This is an optimization exercise on Yosys and OpenROAD, whose aim is small area, not a production implementation.
In this exercise RTL edits were held to simulation tests only and were not proved equivalent to the original.
Power and IR drop assume default switching activity.

==> flow/design.v <==
module stm_core (
    input  wire        clk,
    input  wire        rst,
    input  wire        cmd_valid,
    output wire        cmd_ready,
    input  wire [31:0] cmd_hdr,
    input  wire [31:0] cmd_w1,
    input  wire [31:0] cmd_w2,
    output reg         rsp_valid,
    output wire [31:0] rsp_r0,
    output reg  [31:0] rsp_r1,
    input  wire [3:0]  rx_valid,
    input  wire [31:0] rx_data,
    input  wire [3:0]  txrdy,
    output reg         tx_valid,
    output reg  [1:0]  tx_chan,
    output reg  [7:0]  tx_data,
    input  wire [3:0]  tick,
    output reg         cb_valid,
    output reg  [1:0]  cb_timer,
    output reg  [31:0] cb_token
);
    localparam D = 79;               
    reg  [3:0]        sc_bound;
    reg  [3:0]        sc_rxie;
    reg  [3:0]        sc_rxne;
    reg  [3:0]        sc_txe;
    reg  [6:0]        sc_cnt [0:3];
    reg  [D*8-1:0]    sr     [0:3];
    reg  [1:0]        tm_life [0:3];   
    reg  [3:0]        tm_base;
    reg  [3:0]        tm_uie;
    reg  [3:0]        tm_uif;
    reg  [31:0]       tm_period [0:3];
    reg  [31:0]       tm_cb   [0:3];
    reg  [15:0]       tm_arr  [0:3];
    reg  [15:0]       tm_cnt  [0:3];
    reg               wait_tx;         
    reg  [2:0]        r_code;
    reg               r_ill;
    reg  [7:0]        r_byte;
    reg               r_open;
    assign rsp_r0 = {15'h0, r_open, r_byte, {5{r_ill}}, r_code};
    wire [3:0] tm_run;
    genvar g;
    generate
        for (g = 0; g < 4; g = g + 1) begin : g_run
            assign tm_run[g] = (tm_life[g] == 2'd2);
        end
    endgenerate
    wire [3:0] sc_irq = sc_rxie & sc_rxne;
    wire [3:0] tm_irq = tm_uie & tm_uif;
    wire       any_sc = |sc_irq;
    wire       any_tm = |tm_irq;
    assign cmd_ready = !wait_tx && !any_sc && !any_tm;
    wire [3:0] sc_hot = sc_irq & ~{sc_irq[2:0], 1'b0} & ~{sc_irq[1:0], 2'b0} & ~{sc_irq[0], 3'b0};
    wire [3:0] tm_hot = tm_irq & ~{tm_irq[2:0], 1'b0} & ~{tm_irq[1:0], 2'b0} & ~{tm_irq[0], 3'b0};
    wire [3:0] tm_do  = any_sc ? 4'h0 : tm_hot;         
    wire [1:0] tm_sel = {tm_irq[0] == 1'b0 && tm_irq[1] == 1'b0,
                         tm_irq[0] == 1'b0 && (tm_irq[1] || !tm_irq[2])};
    wire [7:0]  c_top = cmd_hdr[31:24];
    wire [3:0]  c_op  = cmd_hdr[27:24];
    wire [15:0] c_imm = cmd_hdr[15:0];
    wire [1:0]  c_ch  = cmd_hdr[17:16];
    wire c_byte_op = (c_top == 8'h14) || (c_top == 8'h20) || (c_top == 8'h21);
    wire c_imm_ok  = (c_imm[15:8] == 8'h00) && (c_byte_op || c_imm[7:0] == 8'h00);
    wire c_is_sc   = (cmd_hdr[31:28] == 4'h1) && (c_op <= 4'h6);
    wire c_is_tm   = (cmd_hdr[31:28] == 4'h2) && (c_op <= 4'h5);
    wire c_legal   = (c_is_sc || c_is_tm) && c_imm_ok;
    wire c_idok    = (cmd_hdr[23:18] == 6'h0);
    wire accept = cmd_valid && cmd_ready;
    wire do_cmd = accept && c_legal && c_idok;      
    wire do_sc  = do_cmd && c_is_sc;
    wire do_tm  = do_cmd && c_is_tm;
    wire [3:0] ch_hot = 4'b1 << c_ch;
    wire sc_clr  = do_sc && (c_op == 4'h0 || c_op == 4'h1 || c_op == 4'h3);
    wire sc_strt = do_sc && (c_op == 4'h2);
    wire sc_putc = do_sc && (c_op == 4'h4);
    wire sc_getc = do_sc && (c_op == 4'h5 || c_op == 4'h6);
    wire tm_init = do_tm && (c_op == 4'h0 || c_op == 4'h1);
    wire tm_open = do_tm && (c_op == 4'h2);
    wire tm_wr   = do_tm && (c_op == 4'h3);
    wire tm_cls  = do_tm && (c_op == 4'h4);
    wire tm_rd   = do_tm && (c_op == 4'h5);
    wire       bound_c = sc_bound[c_ch];
    wire       txe_c   = sc_txe[c_ch];
    wire [1:0] life_c  = tm_life[c_ch];
    wire       run_c   = tm_run[c_ch];
    wire       unconf_c = (life_c == 2'd0);
    wire       cb_zero = (cmd_w2 == 32'h0);
    wire       base_bad = (c_imm[7:1] != 7'h0);
    wire        base_c = tm_base[c_ch];
    wire [19:0] p10    = {cmd_w1[15:0], 3'b000} + {2'b00, cmd_w1[15:0], 1'b0};
    wire        big_us = |cmd_w1[31:16];
    wire        big_ms = (|cmd_w1[31:13]) || (cmd_w1[12:0] > 13'd6553);
    wire [15:0] reload = base_c ? (big_ms ? 16'hFFFF : p10[15:0])
                                : (big_us ? 16'hFFFF : cmd_w1[15:0]);
    wire putc_send = sc_putc && bound_c && txe_c;
    wire putc_wait = sc_putc && bound_c && !txe_c;
    wire wait_go   = wait_tx && !any_sc && !any_tm && sc_txe[tx_chan];
    reg  [7:0] rd_byte;
    integer k, c;
    always @* begin
        rd_byte = 8'h00;
        for (c = 0; c < 4; c = c + 1)
            for (k = 0; k < D; k = k + 1)
                if (c_ch == c && sc_cnt[c] == k + 1)
                    rd_byte = rd_byte | sr[c][k*8 +: 8];
    end
    wire [3:0] sc_txe_clr = (putc_send ? ch_hot : 4'h0) |
                            (wait_go ? (4'b1 << tx_chan) : 4'h0);
    generate
        for (g = 0; g < 4; g = g + 1) begin : g_sc
            wire h     = sc_hot[g];                           
            wire mine  = (c_ch == g);
            wire clr   = sc_clr && mine;
            wire get   = sc_getc && mine && (sc_cnt[g] != 7'd0);
            wire rxne_s = sc_rxne[g] && !h;                   
            wire arr   = rx_valid[g] && !rxne_s;
            wire [6:0] cnt_s = h ? sc_cnt[g] + 7'd1 :
                               clr ? 7'd0 :
                               get ? sc_cnt[g] - 7'd1 : sc_cnt[g];
            always @(posedge clk) begin
                if (arr)
                    sr[g] <= {sr[g][(D-1)*8-1:0], rx_data[g*8 +: 8]};
            end
            always @(posedge clk) begin
                if (rst) begin
                    sc_cnt[g]   <= 7'd0;
                    sc_rxne[g]  <= 1'b0;
                    sc_txe[g]   <= 1'b1;
                    sc_bound[g] <= 1'b0;
                    sc_rxie[g]  <= 1'b0;
                end else begin
                    sc_cnt[g]  <= (arr && cnt_s == 7'd79) ? 7'd78 : cnt_s;
                    sc_rxne[g] <= rxne_s || rx_valid[g];
                    sc_txe[g]  <= (sc_txe[g] && !sc_txe_clr[g]) || txrdy[g];
                    if (sc_clr && mine)
                        sc_bound[g] <= (c_op != 4'h3);
                    if (sc_strt && mine && sc_bound[g])
                        sc_rxie[g] <= 1'b1;
                end
            end
        end
    endgenerate
    generate
        for (g = 0; g < 4; g = g + 1) begin : g_tm
            wire mine   = (c_ch == g);
            wire init   = tm_init && mine && unconf_c && !base_bad;
            wire open   = tm_open && mine && !unconf_c;
            wire openok = open && !cb_zero;
            wire wr     = tm_wr && mine && run_c;
            wire cls    = tm_cls && mine && run_c;
            wire setp   = open || wr;
            wire rst_cnt = openok || wr;
            wire        run_s = openok || (tm_run[g] && !cls);
            wire [15:0] arr_s = setp ? reload : tm_arr[g];
            wire [15:0] cnt_s = rst_cnt ? 16'h0 : tm_cnt[g];
            wire        uif_s = tm_uif[g] && !tm_do[g] && !rst_cnt;
            wire [15:0] inc   = cnt_s + 16'd1;
            wire        hit   = (inc == arr_s);
            wire        tk    = tick[g] && run_s && (arr_s != 16'h0);
            always @(posedge clk) begin
                if (setp)
                    tm_arr[g] <= reload;
                if (openok)
                    tm_cb[g] <= cmd_w2;
                if (init)
                    tm_base[g] <= c_imm[0];
                tm_cnt[g] <= tk ? (hit ? 16'h0 : inc) : cnt_s;
            end
            always @(posedge clk) begin
                if (rst) begin
                    tm_life[g]   <= 2'd0;
                    tm_uie[g]    <= 1'b0;
                    tm_uif[g]    <= 1'b0;
                    tm_period[g] <= 32'h0;
                end else begin
                    if (init)
                        tm_life[g] <= 2'd1;
                    else if (openok)
                        tm_life[g] <= 2'd2;
                    else if (cls)
                        tm_life[g] <= 2'd3;
                    if (init)
                        tm_period[g] <= 32'h0;
                    else if (setp)
                        tm_period[g] <= cmd_w1;
                    if (setp)
                        tm_uie[g] <= 1'b1;
                    else if (cls)
                        tm_uie[g] <= 1'b0;
                    tm_uif[g] <= uif_s || (tk && hit);
                end
            end
        end
    endgenerate
    reg [2:0] code;
    always @* begin
        code = 3'd0;
        if (!c_idok)
            code = 3'd1;
        else if (c_is_sc) begin
            if ((c_op == 4'h2 || c_op == 4'h4) && !bound_c)
                code = 3'd2;
        end else begin
            case (c_op)
                4'h0, 4'h1: code = !unconf_c ? 3'd3 : base_bad ? 3'd5 : 3'd0;
                4'h2:       code = unconf_c ? 3'd2 : cb_zero ? 3'd4 : 3'd0;
                4'h3, 4'h4: code = run_c ? 3'd0 : 3'd6;
                default:    code = 3'd0;
            endcase
        end
    end
    always @(posedge clk) begin
        r_ill    <= !c_legal;
        r_code   <= c_legal ? code : 3'd7;
        r_byte   <= sc_getc ? rd_byte : 8'h00;
        r_open   <= tm_rd && run_c;
        rsp_r1   <= tm_rd ? tm_period[c_ch] : 32'h0;
        cb_timer <= tm_sel;
        cb_token <= tm_cb[tm_sel];
        if (sc_putc && bound_c) begin
            tx_chan <= c_ch;
            tx_data <= c_imm[7:0];
        end
        if (wait_go) begin
            r_ill  <= 1'b0;
            r_code <= 3'd0;
            r_byte <= 8'h00;
            r_open <= 1'b0;
            rsp_r1 <= 32'h0;
        end
    end
    always @(posedge clk) begin
        if (rst) begin
            wait_tx   <= 1'b0;
            rsp_valid <= 1'b0;
            tx_valid  <= 1'b0;
            cb_valid  <= 1'b0;
        end else begin
            rsp_valid <= (accept && !putc_wait) || wait_go;
            tx_valid  <= putc_send || wait_go;
            cb_valid  <= (|tm_do) && tm_run[tm_sel];
            if (putc_wait)
                wait_tx <= 1'b1;
            else if (wait_go)
                wait_tx <= 1'b0;
        end
    end
endmodule
==> flow/run.sh <==
#!/bin/bash
# synth_recipe.tcl (not shown) runs the flow's synth.tcl, then flattens the netlist and writes it again
# the make line also repeats each setting of config.mk as NAME=value (left out here)
make -C /OpenROAD-flow-scripts/flow DESIGN_CONFIG=/design/flow/config.mk WORK_HOME=/design/flow/orfs CLKGATE_MAP_FILE= SYNTH_SCRIPT=/design/flow/synth_recipe.tcl finish
==> flow/config.mk <==
export PLATFORM = sky130hd
export DESIGN_NAME = stm_core
export DESIGN_NICKNAME = stm_core
export VERILOG_FILES = /design/flow/design.v
export SDC_FILE = /design/flow/constraint.sdc
export NUM_CORES = 4
export LEC_CHECK = 0
export CAP_MARGIN = 20
export CORE_MARGIN = 2
export CORE_UTILIZATION = 35
export SLEW_MARGIN = 20
==> flow/constraint.sdc <==
create_clock -name core_clock -period 10.0 [get_ports {clk}]
set_input_delay 2.0000 -clock core_clock [delete_from_list [all_inputs] [get_ports {clk}]]
set_output_delay 2.0000 -clock core_clock [all_outputs]
set_load 0.01 [all_outputs]
==> results of run 1 <==
==> layout make-up <==
cell class,instances,share of cell area (%)
Inverter,76,0.2062
Sequential cell,3069,63.72
Multi-Input combinational cell,4077,19.57
Tap cell,4366,3.948
Clock inverter,185,1.573
Timing Repair Buffer,655,4.092
Antenna cell,158,0.2858
Clock buffer,428,6.596
==> layer usage <==
layer	vias up	global-route usage, %	part of all wire, %
met1	46568	49.89	37
met2	10011	51.97	40
met3	2182	18.18	16
li1	32110	-	-
met5	-	0.5672	0.21
met4	54	24.77	7.1
==> placed cells by master, fill, tap and decap left out, types with 66 or more instances in the layout <==
master | netlist | layout
a21oi_1 | 256 | 256
nand3_1 | 182 | 181
nor2b_1 | 70 | 69
dfxtp_1 | 399 | 399
a221oi_1 | 322 | 318
nor3_1 | 104 | 101
clkbuf_16 | 0 | 346
nand4_1 | 220 | 220
buf_4 | 28 | 390
a22oi_1 | 485 | 484
clkdlybuf4s50_1 | 0 | 236
nand2_1 | 593 | 593
diode_2 | 0 | 158
nor4_1 | 85 | 83
inv_1 | 74 | 74
a22o_1 | 314 | 314
edfxtp_1 | 2670 | 2670
nor2_1 | 554 | 405
a222oi_1 | 107 | 107
o21ai_0 | 78 | 77
clkbuf_1 | 169 | 66
nor2_2 | 1 | 85
xnor2_1 | 68 | 68
==> kinds of logic after synthesis <==
family / synth area share [%]
compound gates: 12.12
xor+xnor: 0.7572
fa+ha+maj: 0.3634
buf+inv: 1.118
flops: 76.22
mux: 1.141
other cells: 0.003242
simple gates: 8.276
==> worst register-to-register path: cells and delay by family, from the launching register on <==
kind                     cells  cell delay (ps)
AO/OA/AOI/OAI                5             1790
XOR/XNOR                     1              190
adder cells (fa/ha/maj)      1              280
buffers and inverters        1              280
flip-flops                   1              370
multiplexers                 1              350
AND/OR/NAND/NOR              8             2850
==> sequential cells by signal (all words and copies together) (netlist names), 28 cells and up <==
signal     flops
tm_cb        128
sr          2528
tm_arr        64
tm_cnt        64
cb_token      32
sc_cnt        28
rsp_r1        32
tm_period    128
==> power by group through the flow <==
stage,sequential [uW],combinational [uW],clock (uW)
final,15200,566,13200
after global routing,15200,595,13600
after CTS,15100,557,13100
after detailed placement,15400,558,0
after global placement,15400,550,0
after floorplan,15200,297,0
==> worst paths after layout <==
kind	depth (start not counted)	end	slack, ps	from
setup / recovery	20	tm_cnt[3][14]	2670	cmd_hdr[16]
setup reg to reg	17	tm_cnt[2][0]	3770	sc_rxne[2]
hold reg to reg	0	sr[1][231]	420	sr[1][223]
hold / removal	0	sr[1][231]	420	sr[1][223]
==> stage by stage <==
stage	setup TNS [ps]	worst slack [ps]
after global placement	0	1759
after global routing	0	2255
final	0	2671
after CTS	0	2781
after detailed placement	0	1858
after floorplan	-5461570	-2984
==> results.ini, run 1 <==
[floorplanning]
initial_core_util_pct = 35.08
rows = 211
num_io_pins = 255
die_y_um = 578.9
core_area_mm2 = 0.3297
die_x_um = 578.9
die-area_mm2 = 0.3351

[power]
swShare_pct = 23.23
power_density_mw_per_mm2 = 209.2
p_seq_share_pct = 52.6
p_switching_uw = 6725
p_clk_share_pct = 45.5
peakVddDrop_mv = 0.1338
p_int_uw = 22220
pwr-share-comb_pct = 2.0
p_leak_uw = 0.04454
power_uw = 28940

[cts]
clk_pin_slew_ps = 70
h-tree-depth = 5
insertion_delay_ps = 1020
root_buffer = clkbuf_16
cts_setup_buffers = 0
cts_made_buffers = 340
clock_sinks = 3069
post_cts_resize_count = 0
hold_buffers = 0
cts_tree = yes
cts_buffer_depth = 4

[run_status]
outcome = finished clean

[placement]
dp_cells = 12233
dpl_cell_area_mm2 = 0.1265
gp_congestion = 1.091
post-dp-hpwl_mm = 488.2
port_buffers = 239

[synth]
ys_types = 101
synth_top_cell_by_area = edfxtp_1
synth_top_cells_by_count = edfxtp_1, nand2_1, nor2_1, a22oi_1, dfxtp_1
yosysMostFrequentCell = edfxtp_1
syn_area_per_cell_um2 = 15.55
yosys_most_used_dff = edfxtp_1
ys.warnings.count = 8
yosysTopAreaCellShare_pct = 69.31
synth_edf_count = 2670
syn_area_mm2 = 0.1157
synthTopCellsByArea = edfxtp_1, dfxtp_1, a22oi_1
ys_async_sr_fraction_pct = 0
synth_seq_cells = 3069
netlist_instances = 7438
ys_seq_area_share_pct = 76.22

[routing]
num_vias = 90925
routed_wl_mm = 671.0
first_pass_iters = 15
drt-vias-per-instance = 6.987
route.detailed.drc = 0
wl_per_cell_um = 51.56
postRouteAntennaNets = 0
drt_iter0_markers = 19812

[global_route]
grt_overflow = 0
grt_max_degree = 168
antenna_found_initial = 134
grt_pass1_vias = 77978
grt_util_all_layers_pct = 38.77
grt_pass1_wl_mm = 836.3

[critical_path]
path_max_fanout = 18
cp_cell_sequence = buf_2 -> nand2_1 -> o32ai_2 -> nor3_1 -> a21oi_1 -> o21ai_0 -> inv_1 -> ha_1 -> nand4_1 -> nor3_1 -> nand4_1 -> xor2_1 -> a21oi_1 -> xnor2_1 -> o211a_1 -> nand4_1 -> nor4_1 -> nand2b_1 -> nand2_1 -> nor2_1
slowest_delay_ps = 750
required_ps = 10810
cpLargestDelayFamily = simple AND/OR/NAND/NOR gates
critPathCaptureType = flop
path_class = in -> reg
path_buf_inv = 2
cp_slowest_cell = nand2_1
worstSetupStartpointType = primary input
crit_arrival_ps = 8140
crit_top_cell = nand4_1

[worst_hold_path]
hold_class = reg -> reg

[final_layout]
nFillCells = 29514
fin_util_pct = 41.96
fin_area_mm2 = 0.1384
multi_input_area_mm2 = 0.02708
finish.net_count = 8395
regArea_mm2 = 0.08816
stdcell_count = 13014
drive_gt1_share_pct = 13.92
syn_to_final_growth_pct = 19.61

[sta]
slew_violations = 0
whs_ps = 424.8
slew_headroom_pct = 6.624
fmax_mhz = 136.5
post-route-period-util_pct = 73.29
hold_viol_final = 0
period_minus_slack_ps = 7329
worst_pin_slew_ps = 1395
setup_viol = 0
rsz0062_at_grt = no
clock_skew_ps = 99.43

[run]
maxCapViolations = 0

==> inputs of run 2 (changes only) <==
--- a/flow/design.v
+++ b/flow/design.v
@@ -88,4 +88,5 @@
     wire       run_c   = tm_run[c_ch];
     wire       unconf_c = (life_c == 2'd0);
+    wire       opened_c = life_c[1] || tm_uie[c_ch];
     wire       cb_zero = (cmd_w2 == 32'h0);
     wire       base_bad = (c_imm[7:1] != 7'h0);
@@ -99,13 +100,15 @@
     wire putc_wait = sc_putc && bound_c && !txe_c;
     wire wait_go   = wait_tx && !any_sc && !any_tm && sc_txe[tx_chan];
-    reg  [7:0] rd_byte;
+    reg  [7:0] rd_ch [0:3];
     integer k, c;
     always @* begin
-        rd_byte = 8'h00;
-        for (c = 0; c < 4; c = c + 1)
+        for (c = 0; c < 4; c = c + 1) begin
+            rd_ch[c] = 8'h00;
             for (k = 0; k < D; k = k + 1)
-                if (c_ch == c && sc_cnt[c] == k + 1)
-                    rd_byte = rd_byte | sr[c][k*8 +: 8];
-    end
+                if (sc_cnt[c] == k + 1)
+                    rd_ch[c] = rd_ch[c] | sr[c][k*8 +: 8];
+        end
+    end
+    wire [7:0] rd_byte = rd_ch[c_ch];
     wire [3:0] sc_txe_clr = (putc_send ? ch_hot : 4'h0) |
                             (wait_go ? (4'b1 << tx_chan) : 4'h0);
@@ -163,4 +166,6 @@
             always @(posedge clk) begin
                 if (setp)
+                    tm_period[g] <= cmd_w1;
+                if (setp)
                     tm_arr[g] <= reload;
                 if (openok)
@@ -175,5 +180,4 @@
                     tm_uie[g]    <= 1'b0;
                     tm_uif[g]    <= 1'b0;
-                    tm_period[g] <= 32'h0;
                 end else begin
                     if (init)
@@ -183,8 +187,4 @@
                     else if (cls)
                         tm_life[g] <= 2'd3;
-                    if (init)
-                        tm_period[g] <= 32'h0;
-                    else if (setp)
-                        tm_period[g] <= cmd_w1;
                     if (setp)
                         tm_uie[g] <= 1'b1;
@@ -218,5 +218,5 @@
         r_byte   <= sc_getc ? rd_byte : 8'h00;
         r_open   <= tm_rd && run_c;
-        rsp_r1   <= tm_rd ? tm_period[c_ch] : 32'h0;
+        rsp_r1   <= (tm_rd && opened_c) ? tm_period[c_ch] : 32'h0;
         cb_timer <= tm_sel;
         cb_token <= tm_cb[tm_sel];
==> results.ini, run 2 <==
[power]
p_clk_share_pct = 43.7
pwr-share-comb_pct = 2.0
p_switching_uw = 6066
swShare_pct = 21.85
power_density_mw_per_mm2 = 203.1
p_seq_share_pct = 54.3
p_leak_uw = 0.04360
peakVddDrop_mv = 0.1454
p_int_uw = 21690

[cts]
cts_made_buffers = 317
clock_sinks = 3069
insertion_delay_ps = 950
cts_buffer_depth = 4
root_buffer = clkbuf_16
cts_setup_buffers = 0
cts_tree = yes
clk_pin_slew_ps = 60
post_cts_resize_count = 0
hold_buffers = 0
h-tree-depth = 5

[sta]
tns_ps = 0
slew_headroom_pct = 12.68
fmax_mhz = 129.9
post-route-period-util_pct = 77.00
hold_viol_final = 0
worst_slack_ps = 2300
period_minus_slack_ps = 7700
setup_viol = 0
whs_ps = 416.6
slew_violations = 0
clock_skew_ps = 68.17
worst_pin_slew_ps = 1308
rsz0062_at_grt = no

[synth]
ys_seq_area_share_pct = 77.16
synth_seq_cells = 3069
synth_top_cell_by_area = edfxtp_1
yosys_most_used_dff = edfxtp_1
ys.warnings.count = 9
yosysMostFrequentCell = edfxtp_1
netlist_instances = 7079
synthTopCellsByArea = edfxtp_1, dfxtp_1, a22oi_1
syn_area_per_cell_um2 = 16.38
synth_edf_count = 2798
ys_async_sr_fraction_pct = 0
yosysTopAreaCellShare_pct = 72.48
syn_area_mm2 = 0.1159
ys_types = 100
synth_top_cells_by_count = edfxtp_1, nor2_1, a22oi_1, a22o_1, a221oi_1

[critical_path]
path_max_fanout = 14
cpLargestDelayFamily = simple AND/OR/NAND/NOR gates
path_buf_inv = 2
path_class = in -> reg
worstSetupStartpointType = primary input
cp_num_cells = 19
reg2reg_to = tm_cnt[0][5]
cp_cell_sequence = clkdlybuf4s50_1 -> nor4_1 -> and4_1 -> a21oi_1 -> buf_4 -> o2111ai_1 -> and2_1 -> ha_1 -> and3_1 -> xor2_1 -> nand3_1 -> nand4_1 -> a21oi_1 -> a2111o_1 -> nor4_1 -> nand4_1 -> nor4_4 -> nand2_1 -> and3_1
slowest_delay_ps = 790
rrSetupSlack_ps = 3190
cp_slowest_cell = o2111ai_1
critPathCaptureType = flop
worstReg2RegStart = tm_uie[1]
crit_arrival_ps = 8510
required_ps = 10810
reg2regPathDepth = 19

[routing]
postRouteAntennaNets = 0
drt-vias-per-instance = 6.345
first_pass_iters = 7
route.detailed.drc = 0
routed_wl_mm = 429.7
num_vias = 78771
drt_iter0_markers = 14951
wl_per_cell_um = 34.62

[floorplanning]
die-area_mm2 = 0.3358
rows = 211
initial_core_util_pct = 35.13
num_io_pins = 255
die_x_um = 579.5
core_area_mm2 = 0.3300
die_y_um = 579.5

[final_layout]
fin_util_pct = 41.42
final_cell_mix = edfxtp_1, a22oi_1, a22o_1
nFillCells = 29419
syn_to_final_growth_pct = 17.92
stdcell_count = 12414
drive_gt1_share_pct = 14.08
largest_register = sr
layout.cells.most_common = edfxtp_1
largest_registers = sr x2528, tm_cb x128, tm_period x128
largest_reg_flops = 2528
regArea_mm2 = 0.08945
finish.net_count = 7945
multi_input_area_mm2 = 0.02638

[placement]
dp_cells = 11808
port_buffers = 239
gp_congestion = 0.9563
post-dp-hpwl_mm = 276.5
pre_cts_ws_ps = 1468

[global_route]
grt_util_all_layers_pct = 24.54
grt_pass1_wl_mm = 580.0
grt_overflow = 0
antenna_found_initial = 26
grt_max_degree = 207
grt_pass1_vias = 73219

[run]
maxCapViolations = 0

[worst_hold_path]
min_from = sr[2][533]
hold_class = reg -> reg
min_to = sr[2][541]
worstHoldPathCells = 0

[run_status]
outcome = finished clean

==> run 2: cell count changes in the layout (fill, tap and decap cells not counted), moves of 126 or more <==
cell      delta
nor2_2     +154
a21oi_1    -126
dfxtp_1    -128
nand2_1    -284
edfxtp_1   +128
diode_2    -135
==> run 2: through the flow <==
step	total power, uW	area [um^2]
finish	27760	136700
global route	28420	136700
CTS	27840	136500
detailed placement	15850	126100
global placement	15830	126000
floorplan	15640	116000
==> run 2: worst register-to-register path: cells and delay by family, from the launching register on <==
| family | cells | cell delay [ps] |
|---|---|---|
| compound gates | 4 | 1240 |
| buf+inv | 2 | 870 |
| simple gates | 11 | 3550 |
| xor+xnor | 1 | 320 |
| fa+ha+maj | 1 | 280 |
| flops | 1 | 440 |
==> run 2: how the worst max path moves through the flow <==
stage,from,to,slack (ps)
floorplan,rx_valid[0],sc_cnt[0][0],-3130
global placement,cmd_w2[26],tm_cnt[0][5],1540
detailed placement,cmd_w2[26],tm_cnt[0][5],1470
CTS,cmd_w2[29],tm_cnt[0][5],2390
global route,cmd_w2[26],tm_cnt[0][5],1880
finish,cmd_w2[26],tm_cnt[0][5],2300
==> run 2: power groups by stage <==
stage | sequential [uW] | clock [uW] | combinational, uW
after floorplan | 15300 | 0 | 311
after global placement | 15300 | 0 | 542
after detailed placement | 15300 | 0 | 555
after CTS | 15000 | 12200 | 554
after global routing | 15100 | 12700 | 600
final | 15100 | 12100 | 563
==> run 2: metal layers <==
| layer | share of wire (%) | vias up | track usage [%] |
|---|---|---|---|
| li1 | - | 30786 | - |
| met1 | 36 | 39658 | 32.19 |
| met2 | 43 | 6908 | 35.80 |
| met3 | 15 | 1397 | 8.578 |
| met4 | 6.1 | 22 | 12.69 |
| met5 | 0.049 | - | 0.2836 |
==> run 2: area by class of cell <==
class	count	area share, %
well taps	4366	3.996
inverters	59	0.1648
clock buffers	396	6.173
flip-flops and latches	3069	65.43
repair buffers	520	3.416
clock inverters	183	1.475
multi-input cells	3798	19.30
diodes	23	0.04210
==> run 2: cells by family after synthesis <==
family / share of synthesized area, %
and+or+nand+nor: 7.446
buffers and inverters: 0.8267
other: 0.003235
AOI/OAI and AO/OA: 12.01
adders and majority gates: 0.4058
DFF: 77.16
xor gates and xnor gates: 0.9066
muxes: 1.243
==> inputs of run 3 (changes only) <==
==> flow/flow/run.sh (new file) <==
#!/bin/bash
export BUFFER_PORTS_ARGS="-buffer_cell sky130_fd_sc_hd__buf_1"
export CTS_ARGS="-sink_clustering_enable -repair_clock_nets -dont_use_dummy_load"
bash standard.sh finish > standard.log 2>&1
==> flow/standard.sh (new file) <==
#!/bin/bash
# synth_recipe.tcl (not shown) runs the flow's synth.tcl, then flattens the netlist and writes it again
# the make line also repeats each setting of config.mk as NAME=value (left out here)
make -C /OpenROAD-flow-scripts/flow DESIGN_CONFIG=/design/flow/config.mk WORK_HOME=/design/flow/orfs CLKGATE_MAP_FILE= SYNTH_SCRIPT=/design/flow/synth_recipe.tcl "${@:-finish}"
--- a/flow/config.mk
+++ b/flow/config.mk
@@ -8,4 +8,5 @@
 export CAP_MARGIN = 20
 export CORE_MARGIN = 2
-export CORE_UTILIZATION = 35
+export CORE_UTILIZATION = 50
+export PLACE_DENSITY = 0.75
 export SLEW_MARGIN = 20
removed: flow/run.sh
==> results.ini, run 3 <==
[cts]
post_cts_resize_count = 0
hold_buffers = 0
cts_tree = yes
cts_setup_buffers = 0
insertion_delay_ps = 990
cts_made_buffers = 313
clk_pin_slew_ps = 70
h-tree-depth = 5
root_buffer = clkbuf_16
cts_buffer_depth = 4
clock_sinks = 3069

[routing]
wl_per_cell_um = 37.11
postRouteAntennaNets = 0
route.detailed.drc = 0
routed_wl_mm = 400.9
first_pass_iters = 15
drt_iter0_markers = 17605
drt-vias-per-instance = 7.349
num_vias = 79381

[final_layout]
largest_registers = sr x2528, tm_cb x128, tm_period x128
fin_area_mm2 = 0.1307
drive_gt1_share_pct = 11.97
nFillCells = 17173
multi_input_area_mm2 = 0.02624
regArea_mm2 = 0.08945
largest_register = sr
stdcell_count = 10802
finish.net_count = 7933
layout.cells.most_common = edfxtp_1
largest_reg_flops = 2528
final_cell_mix = edfxtp_1, a22oi_1, a22o_1
syn_to_final_growth_pct = 12.75

[power]
power_density_mw_per_mm2 = 195.7
peakVddDrop_mv = 0.1378
p_leak_uw = 0.04170

[synth]
synth_top_family_by_area = compound AO/OA/AOI/OAI gates
netlist_instances = 7079
synth_seq_cells = 3069
synthMuxAreaShare_pct = 1.243
synth_top_cell_by_area = edfxtp_1
synthXorXnorAreaFrac_pct = 0.9066
synth_fa_ha_area_share_pct = 0.4058
yosysMostFrequentCell = edfxtp_1
synth_top_cells_by_count = edfxtp_1, nor2_1, a22oi_1, a22o_1, a221oi_1
ys_async_sr_fraction_pct = 0
yosys_most_used_dff = edfxtp_1
yosysTopAreaCellShare_pct = 72.48
ys.warnings.count = 9
ys_seq_area_share_pct = 77.16
syn_area_per_cell_um2 = 16.38
synthTopCellsByArea = edfxtp_1, dfxtp_1, a22oi_1
syn_area_mm2 = 0.1159
synth-simple-area-share_pct = 7.446
synth_edf_count = 2798
ys_types = 100
synth-compound-area-share_pct = 12.01

[placement]
port_buffers = 239
gp_congestion = 1.033
pre_cts_ws_ps = 1344
dpl_cell_area_mm2 = 0.1227
post-dp-hpwl_mm = 256.4
dp_cells = 10463

[sta]
hold_viol_final = 0
worst_pin_slew_ps = 1366
setup_viol = 0
post-route-period-util_pct = 71.78
worst_slack_ps = 2822
clock_skew_ps = 79.24
slew_headroom_pct = 8.838
fmax_mhz = 139.3
period_minus_slack_ps = 7178
slew_violations = 0
rsz0062_at_grt = no

[floorplanning]
core_area_mm2 = 0.2303
die_x_um = 485.5
die-area_mm2 = 0.2357
rows = 176
num_io_pins = 255
die_y_um = 485.5
initial_core_util_pct = 50.33

[critical_path]
required_ps = 10780
path_class = in -> reg
critPathCaptureType = flop
worstSetupStartpointType = primary input
path_max_fanout = 32
crit_arrival_ps = 7950

[worst_hold_path]
hold_class = reg -> reg

[global_route]
grt_overflow = 0
grt_pass1_wl_mm = 546.8
grt_pass1_vias = 73599
grt_util_all_layers_pct = 32.80
antenna_found_initial = 36
grt_max_degree = 211

[run]
maxCapViolations = 0

[run_status]
outcome = finished clean

## run 3: cell type report
type,instances,area share (%)
Timing Repair Buffer,512,2.385
Multi-Input combinational cell,3798,20.07
Tap cell,3026,2.897
Antenna cell,25,0.04786
Clock buffer,313,5.992
Inverter,59,0.1723
Sequential cell,3069,68.43
## run 3: logic make-up after synthesis
| kind of cell | Yosys count |
|---|---|
| xor+xnor | 120 |
| simple gates | 1743 |
| buf+inv | 226 |
| fa+ha+maj | 37 |
| flops | 3069 |
| other cells | 1 |
| mux | 92 |
| compound gates | 1791 |
## run 3: path summary, 6_finish.rpt
path	end	cells past startpoint	startpoint	slack (ps)
worst min register to register	sr[0][154]	0	sr[0][146]	400
worst max-delay path	tm_cnt[2][3]	18	cmd_hdr[26]	2820
worst max register to register	tm_cnt[3][9]	18	tm_uie[1]	4020
worst min-delay path	sr[0][154]	0	sr[0][146]	400
## run 3: where the power goes
group	internal [uW]	switching, uW	total (uW)
registers	14700	393	15100
logic	94.8	418	513
clock network	5490	4500	9990
## run 3: per-layer routing
metal	GRT usage, %	vias up	part of all wire (%)
met4	20.29	59	8.0
met5	1.408	-	0.22
met1	40.84	38464	33
met2	45.81	8333	41
met3	15.89	2063	18
li1	-	30462	-
## run 3: per-stage QoR
step           total power [uW]  TNS (ps)  hold slack (ps)  utilization [%]
2_1_floorplan             15640  -6626970            425.2                -
3_3_place_gp              15760         0            428.1            53.26
3_5_place_dp              15790         0            432.5            53.28
4_1_cts                   25530         0            401.0            56.68
5_1_grt                   26080         0            400.6            56.73
6_report                  25580         0            395.2            56.74
## run 3: critical path, cell delays in order
cell,delay (ps)
buf_1,420
nor3b_1,140
o21ai_1,670
nand2_1,600
o2111a_2,520
nor2b_1,270
ha_1,260
nand3_1,180
nor4_1,790
xor2_1,250
nor2_1,150
nor2_1,50
nor4_1,200
a41oi_1,80
a211oi_1,290
nand4bb_1,620
a22oi_1,380
nor2_1,60
==> inputs of run 4 (changes only) <==
==> flow/flow/run.sh (replaced) <==
#!/bin/bash
export BUFFER_PORTS_ARGS="-buffer_cell sky130_fd_sc_hd__buf_1"
export CTS_ARGS="-sink_clustering_enable -repair_clock_nets -dont_use_dummy_load -buf_list {sky130_fd_sc_hd__clkbuf_8}"
bash standard.sh finish > standard.log 2>&1
==> results.ini, run 4 <==
[final_layout]
final_cell_mix = edfxtp_1, a22oi_1, clkbuf_8
nFillCells = 17380
drive_gt1_share_pct = 13.67
largest_registers = sr x2528, tm_cb x128, tm_period x128
largest_reg_flops = 2528
syn_to_final_growth_pct = 11.52
layout.cells.most_common = edfxtp_1
finish.net_count = 8085
largest_register = sr
stdcell_count = 10966
fin_area_mm2 = 0.1293

[power]
power_density_mw_per_mm2 = 186.5
peakVddDrop_mv = 0.1115
power_uw = 24110
pwr-share-comb_pct = 2.1
p_clk_share_pct = 35.3
p_seq_share_pct = 62.5
swShare_pct = 21.74
p_switching_uw = 5241
p_int_uw = 18870
p_leak_uw = 0.04118

[routing]
routed_wl_mm = 401.7
first_pass_iters = 14
route.detailed.drc = 0
drt_iter0_markers = 17738
wl_per_cell_um = 36.63
top_layer = met5
num_vias = 80224
dr_wl_met2_mm = 163.8
postRouteAntennaNets = 0
wl_met3_mm = 73.71
drt-vias-per-instance = 7.316
wl_met1_mm = 131.6

[critical_path]
path_max_fanout = 38
crit_arrival_ps = 7970
reg2regPathDepth = 18
required_ps = 10960
worstSetupStartpointType = primary input
rrSetupSlack_ps = 3960
path_class = in -> reg
worstReg2RegStart = tm_uie[1]
critPathCaptureType = flop
reg2reg_to = tm_cnt[3][9]

[synth]
netlist_instances = 7079
yosys_most_used_dff = edfxtp_1
synthTopCellsByArea = edfxtp_1, dfxtp_1, a22oi_1
synth_top_cells_by_count = edfxtp_1, nor2_1, a22oi_1, a22o_1, a221oi_1
synth_seq_cells = 3069
ys_types = 100
yosysMostFrequentCell = edfxtp_1
syn_area_per_cell_um2 = 16.38
ys.warnings.count = 9
ys_seq_area_share_pct = 77.16
syn_area_mm2 = 0.1159
synth_top_cell_by_area = edfxtp_1
ys_async_sr_fraction_pct = 0
yosysTopAreaCellShare_pct = 72.48
synth_edf_count = 2798

[sta]
slew_violations = 0
worst_slack_ps = 2983
slew_headroom_pct = 8.773
worst_pin_slew_ps = 1367
fmax_mhz = 142.5
rsz0062_at_grt = no
whs_ps = 377.5
setup_viol = 0
post-route-period-util_pct = 70.17
hold_viol_final = 0
period_minus_slack_ps = 7017
clock_skew_ps = 146.2

[cts]
h-tree-depth = 5
cts_made_buffers = 466
root_buffer = clkbuf_8
clock_sinks = 3069
cts_tree = yes
hold_buffers = 0
cts_setup_buffers = 0
post_cts_resize_count = 0
insertion_delay_ps = 1210
cts_buffer_depth = 4
clk_pin_slew_ps = 60

[worst_hold_path]
hold_class = reg -> reg
min_to = sr[0][145]
min_from = sr[0][137]
worstHoldPathCells = 0

[run_status]
outcome = finished clean

[global_route]
grt_overflow = 0
grt_util_all_layers_pct = 32.88
grt_max_degree = 211
grt_pass1_wl_mm = 548.2
grt_pass1_vias = 74583
antenna_found_initial = 35

[floorplanning]
die-area_mm2 = 0.2357
rows = 176
initial_core_util_pct = 50.33
die_y_um = 485.5
core_area_mm2 = 0.2303
die_x_um = 485.5
num_io_pins = 255

[placement]
port_buffers = 239
dpl_cell_area_mm2 = 0.1227
post-dp-hpwl_mm = 256.4
dp_cells = 10463
gp_congestion = 1.033
pre_cts_ws_ps = 1344

[run]
maxCapViolations = 0

-- run 4: cell counts after synthesis --
No cell type changed its count.
-- run 4: final cells by class --
cell class | instances | area (um^2) | share of cell area (%)
Antenna cell | 37 | 92.59 | 0.07162
Clock buffer | 466 | 6414 | 4.961
Inverter | 59 | 225.2 | 0.1742
Multi-Input combinational cell | 3798 | 26230 | 20.29
Sequential cell | 3069 | 89450 | 69.19
Tap cell | 3026 | 3786 | 2.929
Timing Repair Buffer | 511 | 3089 | 2.390
-- run 4: power by group through the flow --
| stage | Sequential [uW] | Clock, uW | Combinational, uW |
|---|---|---|---|
| 3_5_place_dp | 15300 | 0 | 502 |
| 4_1_cts | 15000 | 8510 | 500 |
| 2_1_floorplan | 15300 | 0 | 311 |
| 6_report | 15100 | 8520 | 511 |
| 3_3_place_gp | 15300 | 0 | 485 |
| 5_1_grt | 15100 | 9020 | 545 |
-- run 4: how the worst max path moves through the flow --
stage                      from             to  slack, ps  cells past startpoint
finish              cmd_hdr[16]   tm_cnt[1][7]       2980                     20
global route        cmd_hdr[25]  tm_cnt[3][12]       2550                     19
CTS                 cmd_hdr[26]   tm_cnt[2][3]       2520                     18
detailed placement  cmd_hdr[26]   tm_cnt[2][3]       1340                     18
global placement      cmd_w2[1]   tm_cnt[2][3]       1520                     19
floorplan           rx_valid[0]   sc_cnt[0][0]      -3130                      2
-- run 4: cells by family after synthesis --
kind of cell               Yosys count  share of synthesized area (%)
muxes                               92                          1.243
AOI/OAI and AO/OA                 1791                          12.01
DFF                               3069                          77.16
adders and majority gates           37                         0.4058
and+or+nand+nor                   1743                          7.446
buffers and inverters              226                         0.8267
other                                1                       0.003235
xor gates and xnor gates           120                         0.9066
-- run 4: metrics by stage --
stage | TNS (ps) | utilization (%)
final | 0 | 56.13
after detailed placement | 0 | 53.28
after CTS | 0 | 56.06
after global routing | 0 | 56.10
after floorplan | -6626970 | -
after global placement | 0 | 53.26
-- run 4: routing by layer --
metal | vias to the layer above | track usage, %
met2 | 8696 | 45.72
met3 | 2105 | 16.19
met1 | 38645 | 41.01
met4 | 50 | 20.06
li1 | 30728 | -
met5 | - | 1.776
-- run 4: worst max-delay path: stages --
cell and delay (ps):
clkbuf_4 140, buf_4 620, buf_4 710, nand2b_1 110, buf_4 260, a21oi_1 300, o211ai_1 430, and2_1 340
ha_1 250, nand3_1 240, nor4_1 110, xnor2_1 300, nor2_1 80, a22oi_1 150, a21bo_2 240, a211oi_1 250
nand4_1 130, or4_1 680, o21ai_4 340, nor2_1 100

[port drivers added, routing unchanged]
The results above use ideal ports. As a check the final layouts listed here were re-extracted and re-timed, cells and wires unchanged.
Step 1, drivers: a clkbuf_16 drives clk and a buf_2 each remaining input, both assumed.
Step 2 moves the port delays by t, midway between the first and last clock arrival at a register: inputs arrive t later, outputs are due t later. That takes back most of the time a late clock gives input paths.
Three values: ideal ports, drivers, drivers and shift; two values: the first two.
run	t (ns)	setup slack, ns	hold slack, ns	worst setup path after step 2
run 1	1.065	2.671 / 2.655 / 1.590	0.425 / 0.425 / 0.425	input to register
run 2	1.030	2.300 / 2.380 / 1.350	0.417 / 0.417 / 0.417	input to register
run 3	1.037	2.822 / 2.895 / 1.858	0.395 / 0.395 / 0.395	input to register
run 4	1.224	2.983 / 2.984 / 1.760	0.377 / 0.377 / 0.377	input to register
After both steps setup and hold are still met in every run listed. For run 4, which loses most, drivers alone change the setup slack by +0.001 ns; drivers and shift together by -1.223 ns.
